Background: an optimization exercise with open tools, aiming at small area and few clock cycles. Do not read the settings as production practice.
The RTL was checked by simulation tests, not by an equivalence proof against the original design.
Power and IR drop assume default switching activity.

[config.mk]
export PLATFORM = sky130hd
export DESIGN_NAME = adc16_tapcal
export DESIGN_NICKNAME = adc16_tapcal
export VERILOG_FILES = /design/flow/design.v
export SDC_FILE = /design/flow/constraint.sdc
export NUM_CORES = 4
export LEC_CHECK = 0
export CAP_MARGIN = 20
export CORE_MARGIN = 2
export CORE_UTILIZATION = 40
export SLEW_MARGIN = 20
[constraint.sdc]
create_clock -name core_clock -period 25.0 [get_ports {clk}]
set_input_delay 5.0000 -clock core_clock [delete_from_list [all_inputs] [get_ports {clk}]]
set_output_delay 5.0000 -clock core_clock [all_outputs]
set_load 0.01 [all_outputs]
[design.v]
module adc16_tapcal (
    input  wire         clk,
    input  wire         rst,           
    input  wire         start,         
    input  wire [7:0]   cfg_deskew,    
    input  wire [15:0]  cfg_iter,      
    input  wire [15:0]  cfg_snaplen,   
    output wire         busy,
    output reg          done,          
    output reg          done_err,      
    output reg          ev_valid,
    input  wire         ev_ready,
    output reg  [1:0]   ev_op,         
    output reg  [4:0]   ev_tap,
    output reg  [7:0]   ev_mask,
    input  wire         smp_valid,
    input  wire [31:0]  smp_data,
    input  wire         cap_fail,
    output reg          err_valid,
    output reg  [4:0]   err_tap,
    output wire [255:0] err_count,     
    output wire [63:0]  cal_result,    
    output wire [255:0] good_map,      
    output reg          heur_slip
);
    localparam OP_SETTAP  = 2'd0;
    localparam OP_BITSLIP = 2'd1;
    localparam OP_CAPTURE = 2'd2;
    localparam K_NONE    = 2'd0;
    localparam K_TAP     = 2'd1;
    localparam K_EMPTY   = 2'd2;
    localparam K_WRAPPED = 2'd3;
    localparam WRAP_SPAN = 16;
    localparam S_IDLE   = 3'd0;
    localparam S_EVENT  = 3'd1;    
    localparam S_CAP    = 3'd2;    
    localparam S_DECIDE = 3'd3;
    localparam S_APPLY  = 3'd4;    
    localparam S_DONE   = 3'd5;
    localparam P_PROBE0  = 3'd0;
    localparam P_PROBE31 = 3'd1;
    localparam P_SLIP    = 3'd2;
    localparam P_SWEEP   = 3'd3;
    localparam P_APPLY   = 3'd4;
    reg [2:0]  state;
    reg [2:0]  phase;
    reg [7:0]  deskew;
    reg [15:0] iter;
    reg [15:0] snaplen;
    reg [15:0] itercnt;
    reg [15:0] beatcnt;
    reg [4:0]  tapcnt;
    reg [2:0]  lane;
    reg        straddle;
    reg [31:0] acc   [0:7];
    reg [31:0] gmap  [0:7];
    reg [7:0]  cres  [0:7];
    assign busy = (state != S_IDLE);
    genvar g;
    generate
        for (g = 0; g < 8; g = g + 1) begin : g_out
            assign err_count [32*g +: 32] = acc[g];
            assign good_map  [32*g +: 32] = gmap[g];
            assign cal_result[8*g  +: 8]  = cres[g];
        end
    endgenerate
    function [7:0] window;
        input [31:0] gm;
        integer i;
        reg [5:0] cnt;
        reg [5:0] seen;
        reg [4:0] lo, hi, mid;
        reg       found;
        begin
            cnt = 6'd0;
            for (i = 0; i < 32; i = i + 1)
                cnt = cnt + {5'd0, gm[i]};
            lo = 5'd0;
            found = 1'b0;
            for (i = 0; i < 32; i = i + 1)
                if (gm[i] && !found) begin
                    lo = i[4:0];
                    found = 1'b1;
                end
            hi = 5'd0;
            for (i = 0; i < 32; i = i + 1)
                if (gm[i])
                    hi = i[4:0];
            mid = 5'd0;
            seen = 6'd0;
            for (i = 0; i < 32; i = i + 1)
                if (gm[i]) begin
                    if (seen == (cnt >> 1))
                        mid = i[4:0];
                    seen = seen + 6'd1;
                end
            if (cnt == 6'd0)
                window = {K_EMPTY, 6'd0};
            else if ({1'b0, hi} - {1'b0, lo} > WRAP_SPAN)
                window = {K_WRAPPED, 6'd0};
            else
                window = {K_TAP, 1'b0, mid};
        end
    endfunction
    wire       last_beat  = (beatcnt == snaplen - 16'd1);
    wire       last_iter  = (itercnt == iter - 16'd1);
    integer    li;
    reg [31:0] acc_next [0:7];
    integer    ch;
    always @(*) begin
        for (li = 0; li < 8; li = li + 1)
            acc_next[li] = acc[li];
        for (ch = 0; ch < 4; ch = ch + 1)
            if (smp_data[8*ch +: 8] != deskew) begin
                if (beatcnt[0])
                    acc_next[4 + ch] = acc[4 + ch] + 32'd1;
                else
                    acc_next[ch] = acc[ch] + 32'd1;
            end
    end
    reg [7:0] next_zero;
    always @(*) begin
        for (li = 0; li < 8; li = li + 1)
            next_zero[li] = (acc_next[li] == 32'd0);
    end
    integer k;
    always @(posedge clk) begin
        done      <= 1'b0;
        done_err  <= 1'b0;
        err_valid <= 1'b0;
        if (rst) begin
            state     <= S_IDLE;
            phase     <= P_PROBE0;
            ev_valid  <= 1'b0;
            ev_op     <= OP_SETTAP;
            ev_tap    <= 5'd0;
            ev_mask   <= 8'd0;
            heur_slip <= 1'b0;
            err_tap   <= 5'd0;
            deskew    <= 8'd0;
            iter      <= 16'd1;
            snaplen   <= 16'd2;
            itercnt   <= 16'd0;
            beatcnt   <= 16'd0;
            tapcnt    <= 5'd0;
            lane      <= 3'd0;
            straddle  <= 1'b0;
            for (k = 0; k < 8; k = k + 1) begin
                acc[k]  <= 32'd0;
                gmap[k] <= 32'd0;
                cres[k] <= 8'd0;
            end
        end else begin
            case (state)
            S_IDLE: begin
                if (start) begin
                    deskew    <= cfg_deskew;
                    iter      <= cfg_iter;
                    snaplen   <= cfg_snaplen;
                    heur_slip <= 1'b0;
                    straddle  <= 1'b0;
                    for (k = 0; k < 8; k = k + 1) begin
                        gmap[k] <= 32'd0;
                        cres[k] <= {K_NONE, 6'd0};
                    end
                    phase    <= P_PROBE0;
                    tapcnt   <= 5'd0;
                    ev_valid <= 1'b1;
                    ev_op    <= OP_SETTAP;
                    ev_tap   <= 5'd0;
                    ev_mask  <= 8'hFF;
                    state    <= S_EVENT;
                end
            end
            S_EVENT: begin
                if (ev_ready) begin
                    ev_valid <= 1'b0;
                    if (ev_op == OP_CAPTURE) begin
                        beatcnt <= 16'd0;
                        state   <= S_CAP;
                    end else if (phase == P_APPLY) begin
                        lane  <= lane + 3'd1;
                        state <= (lane == 3'd7) ? S_DONE : S_APPLY;
                    end else if (phase == P_SLIP) begin
                        phase    <= P_SWEEP;
                        tapcnt   <= 5'd0;
                        ev_valid <= 1'b1;
                        ev_op    <= OP_SETTAP;
                        ev_tap   <= 5'd0;
                        ev_mask  <= 8'hFF;
                    end else begin
                        itercnt <= 16'd0;
                        for (k = 0; k < 8; k = k + 1)
                            acc[k] <= 32'd0;
                        ev_valid <= 1'b1;
                        ev_op    <= OP_CAPTURE;
                    end
                end
            end
            S_CAP: begin
                if (cap_fail) begin
                    done     <= 1'b1;
                    done_err <= 1'b1;
                    state    <= S_IDLE;
                end else if (smp_valid) begin
                    for (k = 0; k < 8; k = k + 1)
                        acc[k] <= acc_next[k];
                    beatcnt <= beatcnt + 16'd1;
                    if (last_beat) begin
                        if (!last_iter) begin
                            itercnt  <= itercnt + 16'd1;
                            ev_valid <= 1'b1;
                            ev_op    <= OP_CAPTURE;
                            state    <= S_EVENT;
                        end else begin
                            case (phase)
                            P_PROBE0: begin
                                straddle <= |next_zero;
                                phase    <= P_PROBE31;
                                tapcnt   <= 5'd31;
                                ev_valid <= 1'b1;
                                ev_op    <= OP_SETTAP;
                                ev_tap   <= 5'd31;
                                ev_mask  <= 8'hFF;
                                state    <= S_EVENT;
                            end
                            P_PROBE31: begin
                                if (straddle || (|next_zero)) begin
                                    phase     <= P_SLIP;
                                    heur_slip <= 1'b1;
                                    ev_valid  <= 1'b1;
                                    ev_op     <= OP_BITSLIP;
                                end else begin
                                    phase    <= P_SWEEP;
                                    tapcnt   <= 5'd0;
                                    ev_valid <= 1'b1;
                                    ev_op    <= OP_SETTAP;
                                    ev_tap   <= 5'd0;
                                    ev_mask  <= 8'hFF;
                                end
                                state <= S_EVENT;
                            end
                            default: begin  
                                err_valid <= 1'b1;
                                err_tap   <= tapcnt;
                                for (k = 0; k < 8; k = k + 1)
                                    gmap[k][tapcnt] <= next_zero[k];
                                if (tapcnt == 5'd31) begin
                                    state <= S_DECIDE;
                                end else begin
                                    tapcnt   <= tapcnt + 5'd1;
                                    ev_valid <= 1'b1;
                                    ev_op    <= OP_SETTAP;
                                    ev_tap   <= tapcnt + 5'd1;
                                    ev_mask  <= 8'hFF;
                                    state    <= S_EVENT;
                                end
                            end
                            endcase
                        end
                    end
                end
            end
            S_DECIDE: begin
                for (k = 0; k < 8; k = k + 1)
                    cres[k] <= window(gmap[k]);
                phase <= P_APPLY;
                lane  <= 3'd0;
                state <= S_APPLY;
            end
            S_APPLY: begin
                if (cres[lane][7:6] == K_TAP) begin
                    ev_valid <= 1'b1;
                    ev_op    <= OP_SETTAP;
                    ev_tap   <= cres[lane][4:0];
                    ev_mask  <= 8'd1 << lane;
                    state    <= S_EVENT;
                end else begin
                    lane  <= lane + 3'd1;
                    state <= (lane == 3'd7) ? S_DONE : S_APPLY;
                end
            end
            S_DONE: begin
                done  <= 1'b1;
                state <= S_IDLE;
            end
            default: state <= S_IDLE;
            endcase
        end
    end
endmodule
[run.sh]
#!/bin/bash
# synth_recipe.tcl (not shown) runs the flow's synth.tcl, then flattens the netlist and writes it again
# the make line also repeats each setting of config.mk as NAME=value (left out here)
make -C /OpenROAD-flow-scripts/flow DESIGN_CONFIG=/design/flow/config.mk WORK_HOME=/design/flow/orfs CLKGATE_MAP_FILE= SYNTH_SCRIPT=/design/flow/synth_recipe.tcl finish
==> metrics.log <==
INFO  metric status = finished clean
INFO  metric timing.rr.start = gmap[0][1]
INFO  metric detail_route.vias_per_cell = 5.92
INFO  metric synth_enable_flop_cells = 0
INFO  metric synth_sequential_area_ratio = 0.132
INFO  metric final_cells = 17700
INFO  metric post-route-drc-count = 0
INFO  metric slew-limit-headroom = 0.163
INFO  metric leading_cell_types_by_count_after_synthesis = nor2_1, nand2_1, xnor2_1
INFO  metric die_w = 511 um
INFO  metric peakVddDrop = 97.3 uV
INFO  metric grt_antenna_before_repair = 29
INFO  metric placement.io_buffers = 671
INFO  metric syn_avg_cell_area = 7.34 um2
INFO  metric route.vias.total = 105000
INFO  metric finalSetupViolations = 0
INFO  metric synthCells = 14000
INFO  metric buffer_levels_on_the_longest_clock_path = 3
INFO  metric synthesis.yosys.warnings = 5
INFO  metric timing.critical_path.slowest_stage_cell = dfxtp_1
INFO  metric postSynth.asyncResetShare = 0
INFO  metric timing.final.crit_share = 0.896
INFO  metric postCtsResizedCells = 0
INFO  metric crit_arrival = 23.00 ns
INFO  metric finalNetCount = 14900
INFO  metric endpoint_of_the_worst_register_to_register_path = cres[0][3]
INFO  metric cts_made_buffers = 86
INFO  metric top_level_ports = 680
INFO  metric synth.lib_cells_used.distinct = 144
INFO  metric synth-seq-cells = 680
INFO  metric clk_transition_reported_paths = 0.07 ns
INFO  metric detailedRoute.firstIterationViolations = 9953
INFO  metric cts_hold_buffers = 0
INFO  metric die-height = 511 um
INFO  metric core_area = 256000 um2
INFO  metric fmax = 44.7 MHz
INFO  metric placementRows = 186
INFO  metric start_util = 0.401
INFO  metric critical_path_destination = cres[0][3]
INFO  metric cts_tree = yes
INFO  metric gr-total-overflow = 0
INFO  metric synth_top_area_cell = dfxtp_1
INFO  metric synth.top_cells.by_area = dfxtp_1, xnor2_1, nor2_1
INFO  metric worstMarginPinSlew = 1.26 ns
INFO  metric via_count_of_the_first_global_routing_pass = 96600
INFO  metric clock-root-buffer = clkbuf_16
INFO  metric preCtsSetupSlack = 3.00 ns
INFO  metric end_kind = flip-flop
INFO  metric gp_routability_congestion = 0.986
INFO  metric cpMostUsedCell = ha_1
INFO  metric setup.worst_path.class = reg2reg
INFO  metric critPathMaxFanout = 9
INFO  metric worst_clock_skew = 0.0643 ns
INFO  metric hold_violations = 0
INFO  metric share_of_cells_above_drive_strength_1 = 0.0725
INFO  metric critical-path-max-stage-delay = 0.49 ns
INFO  metric wire_length_of_the_first_global_routing_pass = 618000 um
INFO  metric clkLatencyLatePin = 0.77 ns
INFO  metric cts-htree-levels = 3
INFO  metric grt_setup_unrepaired = no
INFO  metric fin_setup_tns = 0 ns
INFO  metric setup.reg_to_reg.worst_slack = 2.61 ns
INFO  metric synthMostInstantiatedCell = nor2_1
INFO  metric layout-area-overhead-vs-synth = 13.2%
INFO  metric finalMaxSlewViolations = 0
INFO  metric drt-pass1-iter-count = 9
INFO  metric postRouteAntennaNets = 0
INFO  metric num-fill-cells = 25900
INFO  metric totalWireLength = 414000 um
INFO  metric grt_max_degree = 216
INFO  metric fin_ws = 2.61 ns
INFO  metric p_leak = 45.3 nW
INFO  metric dp_cells = 17600
INFO  metric cp-start-kind = flip-flop
INFO  metric cts_num_sinks = 680
INFO  metric power_density = 29.9 nW/um2
INFO  metric gr-usage-all-layers = 0.304
INFO  metric max_cap_violations = 0
INFO  metric ff2ff_path_depth = 111
INFO  metric timing.hold.worst_path_depth = 2
INFO  metric avgRoutedWirePerCell = 23.4 um
INFO  metric timing.critical_path.from = gmap[0][1]
INFO  metric synth_top_area_frac = 0.132
INFO  metric most_common_flop_cell_mapped_by_yosys = dfxtp_1
INFO  metric syn_area = 103000 um2
INFO  metric dp_hpwl = 320000 um
INFO  metric kind_of_path_behind_the_tightest_hold_check = reg2reg
INFO  metric postCtsSetupBuffers = 0
INFO  metric fp.dieArea = 261000 um2
INFO  metric cp.required = 25.61 ns
INFO  metric finalWorstPathRequiredPeriod = 22.39 ns
==> power breakdown <==
| group | switching, W | internal (W) | leakage (nW) |
|---|---|---|---|
| clock network | 0.000585 | 0.000770 | 1.48 |
| registers | 0.0000555 | 0.00111 | 5.49 |
| logic | 0.000745 | 0.000217 | 38.4 |
==> state kept, by name (all words and copies together) (netlist names), 8 cells and up <==
register  count
deskew        8
acc         256
cres         56
snaplen      16
itercnt      16
ev_mask       8
beatcnt      16
iter         16
gmap        256
==> worst min path at each step <==
stage / startpoint / slack, ns / to
after floorplan: iter[1] / 0.45 / iter[1]
after global placement: straddle / 0.47 / straddle
after detailed placement: straddle / 0.47 / straddle
after CTS: straddle / 0.48 / straddle
after global routing: iter[1] / 0.50 / iter[1]
final: iter[15] / 0.48 / iter[15]
==> layer usage <==
layer  up-vias  routed length (um)  part of all wire  global-route usage
li1      50100                   -                 -                   -
met1     49800              171000              0.41               0.390
met2      4190              175000              0.42               0.460
met3       817               38900             0.094              0.0735
met4        38               28400             0.068               0.180
met5         -                 248           0.00060                   0
==> placed cells by master, fill, tap and decap left out, types with 61 or more instances in the layout <==
cell type        Yosys  routed
a31oi_1            204     203
and3_1             235     235
or3_1               97      97
ha_1               375     375
nand4_1            233     233
xor2_1             663     660
mux2i_1            144     144
a21oi_1            753     752
nor3_1             449     440
buf_4               28     264
and2_1             131     129
o31ai_1            126     126
clkbuf_16            0      86
fa_1               200     199
or4_1               71      71
nand3_1            509     509
xnor2_2             88     109
or2_2               83      83
nor2_1            1569    1538
o21ai_0            688     684
o211ai_1            80      80
dfxtp_1            680     680
clkdlybuf4s50_1      0     670
a211oi_1            74      73
nor2b_1            119     114
nor4_1             195     189
xnor3_1            118     118
nand2b_1           129     129
nand2_1           1400    1397
a21o_1              81      81
a22oi_1            351     351
xnor2_1           1400    1378
inv_1              633     633
o22ai_1             61      61
==> through the flow <==
step	util	instance area [um2]	total power, W	hold slack, ns
after floorplan	-	103000	0.00154	0.449
after global placement	0.442	113000	0.00210	0.470
after detailed placement	0.442	113000	0.00210	0.468
after CTS	0.454	116000	0.00346	0.479
after global routing	0.454	116000	0.00355	0.501
final	0.454	116000	0.00349	0.481
==> final cells by class <==
type | count | area (um2) | share of cell area
clock buffer | 116 | 2430 | 0.0209
inverter | 667 | 2510 | 0.0216
clock inverter | 42 | 594 | 0.00511
multi-input combinational | 11900 | 84200 | 0.724
antenna | 7 | 17.5 | 0.000150
timing repair buffer | 939 | 8770 | 0.0753
tap | 3384 | 4230 | 0.0364
sequential | 680 | 13600 | 0.117
==> critical path, delay by kind of cell, from the launching register on <==
family | cells | cell delay (ns)
AO/OA/AOI/OAI | 25 | 4.65
XOR/XNOR | 2 | 0.41
adder cells (fa/ha/maj) | 29 | 9.11
buffers and inverters | 10 | 1.16
flip-flops | 1 | 0.49
multiplexers | 5 | 0.93
AND/OR/NAND/NOR | 40 | 5.51
==> kinds of logic after synthesis <==
kind of cell	share of synthesized area
simple gates	0.258
fa+ha+maj	0.0850
mux	0.0203
flops	0.132
compound gates	0.206
other cells	0.0000365
xor+xnor	0.243
buf+inv	0.0544

[port drivers added, routing unchanged]
In the flow no input, the clock included, has a driving cell. The finished layout below was timed again as built, in two steps.
Step 1 sets driving cells, clkbuf_16 on the clock port and buf_2 on the other inputs (assumed; they add their load-dependent delay and slew).
Step 2, shift: input delay + t, output delay - t, t = (earliest + latest rising clock arrival at the registers) / 2. This alone moves slack from input paths to output paths.
Slacks: no drivers / after step 1 / after step 2; pairs: no drivers / after step 1.
t (ns): 0.836
setup slack, ns: 2.606 / 2.606 / 2.606
worst hold slack (ns): 0.481 / 0.481 / 0.481
worst slew at a driven data input, ns: 0.15
After both steps setup and hold are still met in this run. The setup slack of this run moves by 0.000 ns with the drivers and by 0.000 ns with both steps.
